This design comes from an exercise in tuning for small area on the open sky130 flow, not from production work.
Power and IR drop assume default switching activity.

// dm_frame_reader
module dm_frame_reader (
    input  wire        clk,
    input  wire        rst,             
    input  wire        cmd_valid,
    output wire        cmd_ready,
    input  wire [31:0] cmd_timeout_ms,
    output wire        rx_req,
    input  wire        rx_valid,
    input  wire        rx_tmo,
    input  wire [7:0]  rx_data,
    input  wire        tick_ms,
    output wire        busy,
    output wire [2:0]  res_code,
    output wire        rd_valid,
    output wire [15:0] r0,
    output wire [15:0] r1,
    output wire [15:0] r2,
    output wire [15:0] r3,
    output wire [15:0] r4,
    output wire [15:0] r5,
    output wire [15:0] r6,
    output wire [15:0] r7,
    output wire [15:0] r8,
    output wire [15:0] r9,
    output wire [15:0] r10,
    output wire [15:0] r11
);
    localparam [2:0] RES_NONE        = 3'd0;
    localparam [2:0] RES_OK          = 3'd1;
    localparam [2:0] RES_TIMEOUT     = 3'd2;
    localparam [2:0] RES_UNSUPPORTED = 3'd3;
    localparam [2:0] RES_TRUNCATED   = 3'd4;
    localparam [2:0] RES_CSUM_BAD    = 3'd5;
    localparam [4:0] P_SEEK1 = 5'd4;
    localparam [4:0] P_SEEK2 = 5'd5;
    localparam [4:0] P_LENHI = 5'd6;
    localparam [4:0] P_LENLO = 5'd7;
    localparam [4:0] P_CKHI  = 5'd2;
    localparam [4:0] P_CKLO  = 5'd3;
    reg  [2:0]   st;         
    reg  [4:0]   pos;
    reg  [12:0]  csum;       
    reg          flag;       
    reg          expd;       
    reg  [191:0] sr;         
    localparam [2:0] ST_BUSY = 3'd7;
    wire         act    = (st == ST_BUSY);
    wire [2:0]   result = act ? RES_NONE : st;
    assign busy      = act;
    assign cmd_ready = ~act;
    assign rx_req    = act;
    assign res_code  = result;
  ...
Size: about 570 cells after synthesis.
==> module dm_frame_reader, before the edit <==
module dm_frame_reader (
    input  wire        clk,
    input  wire        rst,             
    input  wire        cmd_valid,
    output wire        cmd_ready,
    input  wire [31:0] cmd_timeout_ms,
    output wire        rx_req,
    input  wire        rx_valid,
    input  wire        rx_tmo,
    input  wire [7:0]  rx_data,
    input  wire        tick_ms,
    output wire        busy,
    output wire [2:0]  res_code,
    output wire        rd_valid,
    output wire [15:0] r0,
    output wire [15:0] r1,
    output wire [15:0] r2,
    output wire [15:0] r3,
    output wire [15:0] r4,
    output wire [15:0] r5,
    output wire [15:0] r6,
    output wire [15:0] r7,
    output wire [15:0] r8,
    output wire [15:0] r9,
    output wire [15:0] r10,
    output wire [15:0] r11
);
    localparam [2:0] RES_NONE        = 3'd0;
    localparam [2:0] RES_OK          = 3'd1;
    localparam [2:0] RES_TIMEOUT     = 3'd2;
    localparam [2:0] RES_UNSUPPORTED = 3'd3;
    localparam [2:0] RES_TRUNCATED   = 3'd4;
    localparam [2:0] RES_CSUM_BAD    = 3'd5;
    localparam [4:0] P_SEEK1 = 5'd4;
    localparam [4:0] P_SEEK2 = 5'd5;
    localparam [4:0] P_LENHI = 5'd6;
    localparam [4:0] P_LENLO = 5'd7;
    localparam [4:0] P_CKHI  = 5'd2;
    localparam [4:0] P_CKLO  = 5'd3;
    reg  [2:0]   st;         
    reg  [4:0]   pos;
    reg  [12:0]  csum;       
    reg          flag;       
    reg          expd;       
    reg  [191:0] sr;         
    localparam [2:0] ST_BUSY = 3'd7;
    wire         act    = (st == ST_BUSY);
    wire [2:0]   result = act ? RES_NONE : st;
    assign busy      = act;
    assign cmd_ready = ~act;
    assign rx_req    = act;
    assign res_code  = result;
    assign rd_valid  = (st == RES_OK);
    assign {r0, r1, r2, r3, r4, r5, r6, r7, r8, r9, r10, r11} = sr;
    wire        start  = ~act & cmd_valid;
    wire        sym    = act & rx_valid;
    wire        byte_v = sym & ~rx_tmo;
    wire        seek   = (pos[4:1] == 4'b0010);
    wire        seek2  = seek & pos[0];
    wire        shift  = byte_v & (pos[4] | pos[3]);
    wire        summed = ~(pos[4:3] == 2'b00 & (pos[2] ^ pos[1]));
    wire        is_42  = (rx_data == 8'h42);
    wire        is_4d  = (rx_data == 8'h4D);
    wire [31:0] rem     = sr[31:0];
    wire        rem_inf = &rem;
    wire        tick    = act & seek & tick_ms;
    wire [32:0] bz;                      
    assign bz[0] = 1'b1;
    wire        deadline = expd | (tick & bz[32]);
    reg  [2:0]  st_n;
    reg  [4:0]  pos_n;
    always @(*) begin
        st_n     = st;
        pos_n    = pos;
        if (!act) begin
            if (cmd_valid) begin
                st_n     = ST_BUSY;
                pos_n    = P_SEEK1;
            end
        end else if (sym) begin
            if (seek) begin
                if (seek2 && !rx_tmo && is_4d)
                    pos_n = P_LENHI;
                else if (deadline) begin
                    st_n     = RES_TIMEOUT;
                end else if (!rx_tmo && is_42)
                    pos_n = P_SEEK2;
                else if (!rx_tmo)
                    pos_n = P_SEEK1;
            end else if (rx_tmo) begin
                st_n     = RES_TRUNCATED;
            end else if (pos == P_LENLO && !(flag && rx_data == 8'd28)) begin
                st_n     = RES_UNSUPPORTED;
            end else if (pos == P_CKLO) begin
                st_n     = (flag && rx_data == csum[7:0]) ? RES_OK : RES_CSUM_BAD;
            end else
                pos_n = pos + 5'd1;
        end
    end
    always @(posedge clk) begin
        if (rst)
            st <= RES_NONE;
        else
            st <= st_n;
        pos <= pos_n;
    end
    always @(posedge clk) begin
        if (byte_v) begin
            if (pos == P_LENHI)
                flag <= (rx_data == 8'd0);
            else if (pos == P_CKHI)
                flag <= (rx_data == {3'd0, csum[12:8]});
        end
    end
    always @(posedge clk) begin
        if (byte_v && seek2 && is_4d)
            csum <= 13'h8F;
        else if (byte_v && summed && !seek)
            csum <= csum + {5'd0, rx_data};
    end
    always @(posedge clk) begin
        if (!act)
            expd <= 1'b0;
        else if (tick && bz[32])
            expd <= 1'b1;
    end
    genvar g;
    generate
        for (g = 0; g < 32; g = g + 1) begin : g_rem
            assign bz[g+1] = bz[g] & ~rem[g];
            wire prev = (g < 8) ? rx_data[g % 8] : sr[(g < 8) ? 0 : g - 8];
            wire en   = start | shift | (tick & ~rem_inf & bz[g]);
            wire d    = start ? cmd_timeout_ms[g] : shift ? prev : ~rem[g];
            always @(posedge clk)
                if (en)
                    sr[g] <= d;
        end
    endgenerate
    always @(posedge clk) begin
        if (shift)
            sr[191:32] <= sr[183:24];
    end
endmodule
==> flow/config.mk <==
export PLATFORM = sky130hd
export DESIGN_NAME = dm_frame_reader
export DESIGN_NICKNAME = dm_frame_reader
export VERILOG_FILES = /design/flow/design.v
export SDC_FILE = /design/flow/constraint.sdc
export NUM_CORES = 4
export LEC_CHECK = 0
export CAP_MARGIN = 20
export CORE_MARGIN = 2
export CORE_UTILIZATION = 65
export SLEW_MARGIN = 20
==> flow/constraint.sdc <==
create_clock -name core_clock -period 10.0 [get_ports {clk}]
set_input_delay 2.0000 -clock core_clock [delete_from_list [all_inputs] [get_ports {clk}]]
set_output_delay 2.0000 -clock core_clock [all_outputs]
set_load 0.01 [all_outputs]
standard.sh (not shown) runs the stock make flow with config.mk's settings and CLKGATE_MAP_FILE= SYNTH_SCRIPT=/design/flow/synth_recipe.tcl, a recipe that flattens the netlist after the stock synthesis.
==> flow/flow/run.sh <==
#!/bin/bash
set -euo pipefail
bash standard.sh "BUFFER_PORTS_ARGS=-buffer_cell sky130_fd_sc_hd__buf_1" "CTS_ARGS=-sink_clustering_enable -repair_clock_nets -dont_use_dummy_load -buf_list sky130_fd_sc_hd__clkbuf_4 -sink_clustering_size 10 -sink_clustering_max_diameter 40" finish > flow_make.log 2>&1
Change:
--- a/flow/design.v
+++ b/flow/design.v
@@ -34,26 +34,24 @@
     localparam [4:0] P_SEEK1 = 5'd4;
     localparam [4:0] P_SEEK2 = 5'd5;
     localparam [4:0] P_LENHI = 5'd6;
     localparam [4:0] P_LENLO = 5'd7;
     localparam [4:0] P_CKHI  = 5'd2;
     localparam [4:0] P_CKLO  = 5'd3;
-    reg  [2:0]   st;         
+    reg          act;        
+    reg  [2:0]   result;
     reg  [4:0]   pos;
     reg  [12:0]  csum;       
     reg          flag;       
     reg          expd;       
     reg  [191:0] sr;         
-    localparam [2:0] ST_BUSY = 3'd7;
-    wire         act    = (st == ST_BUSY);
-    wire [2:0]   result = act ? RES_NONE : st;
     assign busy      = act;
     assign cmd_ready = ~act;
     assign rx_req    = act;
     assign res_code  = result;
-    assign rd_valid  = (st == RES_OK);
+    assign rd_valid  = (result == RES_OK);
     assign {r0, r1, r2, r3, r4, r5, r6, r7, r8, r9, r10, r11} = sr;
     wire        start  = ~act & cmd_valid;
     wire        sym    = act & rx_valid;
     wire        byte_v = sym & ~rx_tmo;
     wire        seek   = (pos[4:1] == 4'b0010);
     wire        seek2  = seek & pos[0];
@@ -64,62 +62,83 @@
     wire [31:0] rem     = sr[31:0];
     wire        rem_inf = &rem;
     wire        tick    = act & seek & tick_ms;
     wire [32:0] bz;                      
     assign bz[0] = 1'b1;
     wire        deadline = expd | (tick & bz[32]);
-    reg  [2:0]  st_n;
+    reg  [2:0]  result_n;
     reg  [4:0]  pos_n;
+    reg         act_n;
     always @(*) begin
-        st_n     = st;
+        act_n    = act;
+        result_n = result;
         pos_n    = pos;
         if (!act) begin
             if (cmd_valid) begin
-                st_n     = ST_BUSY;
+                act_n    = 1'b1;
+                result_n = RES_NONE;
                 pos_n    = P_SEEK1;
             end
         end else if (sym) begin
             if (seek) begin
                 if (seek2 && !rx_tmo && is_4d)
                     pos_n = P_LENHI;
                 else if (deadline) begin
-                    st_n     = RES_TIMEOUT;
+                    act_n    = 1'b0;
+                    result_n = RES_TIMEOUT;
                 end else if (!rx_tmo && is_42)
                     pos_n = P_SEEK2;
                 else if (!rx_tmo)
                     pos_n = P_SEEK1;
             end else if (rx_tmo) begin
-                st_n     = RES_TRUNCATED;
+                act_n    = 1'b0;
+                result_n = RES_TRUNCATED;
             end else if (pos == P_LENLO && !(flag && rx_data == 8'd28)) begin
-                st_n     = RES_UNSUPPORTED;
+                act_n    = 1'b0;
+                result_n = RES_UNSUPPORTED;
             end else if (pos == P_CKLO) begin
-                st_n     = (flag && rx_data == csum[7:0]) ? RES_OK : RES_CSUM_BAD;
+                act_n    = 1'b0;
+                result_n = (flag && rx_data == csum[7:0]) ? RES_OK : RES_CSUM_BAD;
             end else
                 pos_n = pos + 5'd1;
         end
     end
     always @(posedge clk) begin
-        if (rst)
-            st <= RES_NONE;
-        else
-            st <= st_n;
+        if (rst) begin
+            act    <= 1'b0;
+            result <= RES_NONE;
+        end else begin
+            act    <= act_n;
+            result <= result_n;
+        end
         pos <= pos_n;
     end
     always @(posedge clk) begin
         if (byte_v) begin
             if (pos == P_LENHI)
                 flag <= (rx_data == 8'd0);
             else if (pos == P_CKHI)
                 flag <= (rx_data == {3'd0, csum[12:8]});
         end
     end
+    wire [13:0] cs_c;
+    wire [12:0] cs_s;
+    assign cs_c[0] = 1'b0;
+    genvar k;
+    generate
+        for (k = 0; k < 13; k = k + 1) begin : g_cs
+            wire b = (k < 8) ? rx_data[k % 8] : 1'b0;
+            assign cs_s[k]   = csum[k] ^ b ^ cs_c[k];
+            assign cs_c[k+1] = (csum[k] & b) | (csum[k] & cs_c[k]) | (b & cs_c[k]);
+        end
+    endgenerate
     always @(posedge clk) begin
         if (byte_v && seek2 && is_4d)
             csum <= 13'h8F;
-        else if (byte_v && summed && !seek)
-            csum <= csum + {5'd0, rx_data};
+        else if (byte_v && summed)
+            csum <= cs_s;
     end
     always @(posedge clk) begin
         if (!act)
             expd <= 1'b0;
         else if (tick && bz[32])
             expd <= 1'b1;
The changed run completed without violations.
Final area stays flat.
Sequential share of layout area rose by 0.28 points.
Sequential cell count rose by 1.
Setup slack degrades by 1.3 ns.
Wire length fell by 2.8%.
Combinational power rose by 56%.
Via count fell by 2.7%.
Non-clock buffer count rose by 1.
Synthesized area hardly moves.
Critical path depth rose by 15.
Maximum frequency fell by 24%.
Clock power barely changes.
Total power rose by 9.0%.
No functional check of the RTL was part of any run of this note.

[static timing again, ports no longer ideal]
Ports are ideal in the flow. The routed layouts listed here were re-timed in OpenROAD. Step 1 sets driving cells, clkbuf_16 on the clock port and buf_2 on the other inputs (assumed; they add their load-dependent delay and slew). Step 2 moves the port delays by t, midway between the first and last clock arrival at a register: inputs arrive t later, outputs are due t later. That takes back most of the time a late clock gives input paths. a / b / c = no drivers / after step 1 / after step 2; a / b = the first two.
run | t, ns | setup WS [ns] | worst hold slack (ns) | worst setup path after step 2
the first run | 0.651 | 5.828 / 5.794 / 5.434 | 0.423 / 0.423 / 0.423 | input to register
the second run | 0.635 | 4.493 / 4.507 / 3.872 | 0.420 / 0.420 / 0.420 | input to register
After both steps setup and hold are still met in every run listed. For the second run, which loses most, drivers alone change the setup slack by +0.014 ns; drivers and shift together by -0.621 ns.
